Context: an optimization exercise on an open-source flow, tuned for small area. The choices shown serve that exercise and are no tape-out recipe.
In this exercise RTL edits were held to simulation tests only and were not proved equivalent to the original.
No activity file was given, so power comes from the tool's default toggle rates.

// ufla_core
module ufla_core (
    input  wire        clk,
    input  wire        rst,           
    output wire        imem_re,       
    output wire [15:0] imem_addr,
    input  wire [31:0] imem_rdata,
    output wire        dmem_re,       
    output wire        dmem_we,       
    output wire [15:0] dmem_addr,
    output wire [31:0] dmem_wdata,
    input  wire [31:0] dmem_rdata,
    input  wire [4:0]  dbg_raddr,
    output wire [31:0] dbg_rdata,
    output wire [16:0] pc,
    output wire [3:0]  flags,         
    output wire        halted,
    output wire        draining,
    output wire        fault_valid,
    output wire [2:0]  fault_cause,   
    output wire [32:0] fault_addr
);
    localparam [4:0] C_ADD = 5'd0,  C_SUB = 5'd1,  C_XOR = 5'd2,  C_OR   = 5'd3,
                     C_AND = 5'd4,  C_ZERO = 5'd5, C_SHL = 5'd6,  C_ASR  = 5'd7,
                     C_LSR = 5'd8,  C_LCLH = 5'd9, C_LCLL = 5'd10, C_LW  = 5'd11,
                     C_SW  = 5'd12, C_JAL = 5'd13, C_JR  = 5'd14, C_BEQ  = 5'd15,
                     C_BNE = 5'd16, C_J   = 5'd17, C_NOP = 5'd18;
    reg [16:0] pc_q;
    reg [3:0]  flags_q;
    reg        halted_q;
    reg        fault_valid_q;
    reg [2:0]  fault_cause_q;
    reg        ifid_v;
    reg [7:0]  ifid_op;
    reg [23:0] ifid_w;
    reg        idex_v;
    reg [4:0]  idex_cls;
    reg        idex_lcl;
    reg [23:0] idex_w;
    reg        exm_v;
    reg        exm_ld, exm_st;
    reg [4:0]  exm_dest;
    reg [32:0] exm_x;         
    reg [31:0] exm_sd;        
    reg        mwb_v;
    reg [4:0]  mwb_dest;
    reg [31:0] mwb_res;
    wire mem_oob   = |exm_x[32:16];
    wire mem_fault = exm_v && (exm_ld || exm_st) && mem_oob;
    assign dmem_re    = exm_v && exm_ld && !mem_oob;
    assign dmem_we    = exm_v && exm_st && !mem_oob;
    assign dmem_addr  = exm_x[15:0];
    assign dmem_wdata = exm_sd;
    wire [4:0]  ex_ra   = idex_w[20:16];
    wire [4:0]  ex_rb   = idex_lcl ? idex_w[4:0] : idex_w[12:8];
  ...
export LEC_CHECK = 0
export CAP_MARGIN = 10
export CORE_MARGIN = 2
export CORE_UTILIZATION = 40
export PLACE_DENSITY = 0.55
export SLEW_MARGIN = 10
export SYNTH_HIERARCHICAL = 1
create_clock -name core_clock -period 12.0 [get_ports {clk}]
standard.sh (not shown) runs the stock make flow with config.mk's settings and CLKGATE_MAP_FILE= SYNTH_SCRIPT=/design/flow/synth_recipe.tcl, a recipe that flattens the netlist after the stock synthesis.
==> flow/flow/run.sh <==
#!/bin/bash
# Layout flow: the standard flow (standard.sh: ORFS synthesis, floorplan,
# placement, CTS, routing, finish), unchanged except for two arguments:
#  - CTS builds the clock tree from clkbuf_16 cells, in sink clusters of up
#    to 18 flip-flops and 80 um, without dummy loads at
#    the leaves;
#  - the input and output ports are buffered with sky130_fd_sc_hd__buf_1
#    (every port still gets its own buffer).
# standard.sh's full output goes to standard.log; ORFS keeps each tool's own
# log under orfs/logs/.
set -eo pipefail
export CTS_ARGS="-sink_clustering_enable -repair_clock_nets -dont_use_dummy_load -buf_list sky130_fd_sc_hd__clkbuf_16 -sink_clustering_size 18 -sink_clustering_max_diameter 80"
export BUFFER_PORTS_ARGS="-buffer_cell sky130_fd_sc_hd__buf_1"
bash standard.sh > standard.log 2>&1
The baseline finished with timing, DRC and antenna clean.
Then changed:
==> flow/flow/run.sh (replaced) <==
#!/bin/bash
# Layout flow: the standard flow (standard.sh: ORFS synthesis, floorplan,
# placement, CTS, routing, finish), unchanged except for two arguments:
#  - CTS builds the clock tree from clkbuf_8 cells, without dummy loads at
#    the leaves;
#  - the input and output ports are buffered with sky130_fd_sc_hd__buf_1
#    (every port still gets its own buffer).
# standard.sh's full output goes to standard.log; ORFS keeps each tool's own
# log under orfs/logs/.
set -eo pipefail
export CTS_ARGS="-sink_clustering_enable -repair_clock_nets -dont_use_dummy_load -buf_list sky130_fd_sc_hd__clkbuf_8"
export BUFFER_PORTS_ARGS="-buffer_cell sky130_fd_sc_hd__buf_1"
bash standard.sh > standard.log 2>&1
After rerunning: The new run ran to the end with no violations. Sequential power barely changes. Cell count came out higher slightly. Cell area grows slightly. Worst hold slack improved by 0.0071 ns. Core utilization is higher by 0.44 points. Sequential share of layout area went down by 0.49 points. Critical path depth drops by 18. Setup slack got worse by 0.12 ns.

[separate check: timing with driven ports]
The flow's constraints put no driver on any port. The routed layouts listed below were extracted and timed again, unchanged, in two steps.
Step 1 (the two cells are an assumption about what drives the block):
set clk [get_ports {clk}]
set_driving_cell -lib_cell sky130_fd_sc_hd__clkbuf_16 $clk
set_driving_cell -lib_cell sky130_fd_sc_hd__buf_2 [delete_from_list [all_inputs] $clk]
Step 2 times the ports against the registers' clock, not the clock port: input delays grow and output delays shrink by t, the midpoint of the rising clock arrivals with the driver on.
Slacks: ideal ports / drivers / drivers and shift; pairs: ideal ports / drivers.
run | t, ns | slack for setup (ns) | hold slack, ns | worst register clock-pin slew, ns
the first run | 0.777 | 0.524 / 0.500 / 0.524 | 0.317 / 0.317 / 0.317 | 0.09 / 0.09
the second run | 0.993 | 0.404 / 0.320 / 0.451 | 0.324 / 0.324 / 0.324 | 0.07 / 0.07
After both steps every run listed still meets setup and hold.
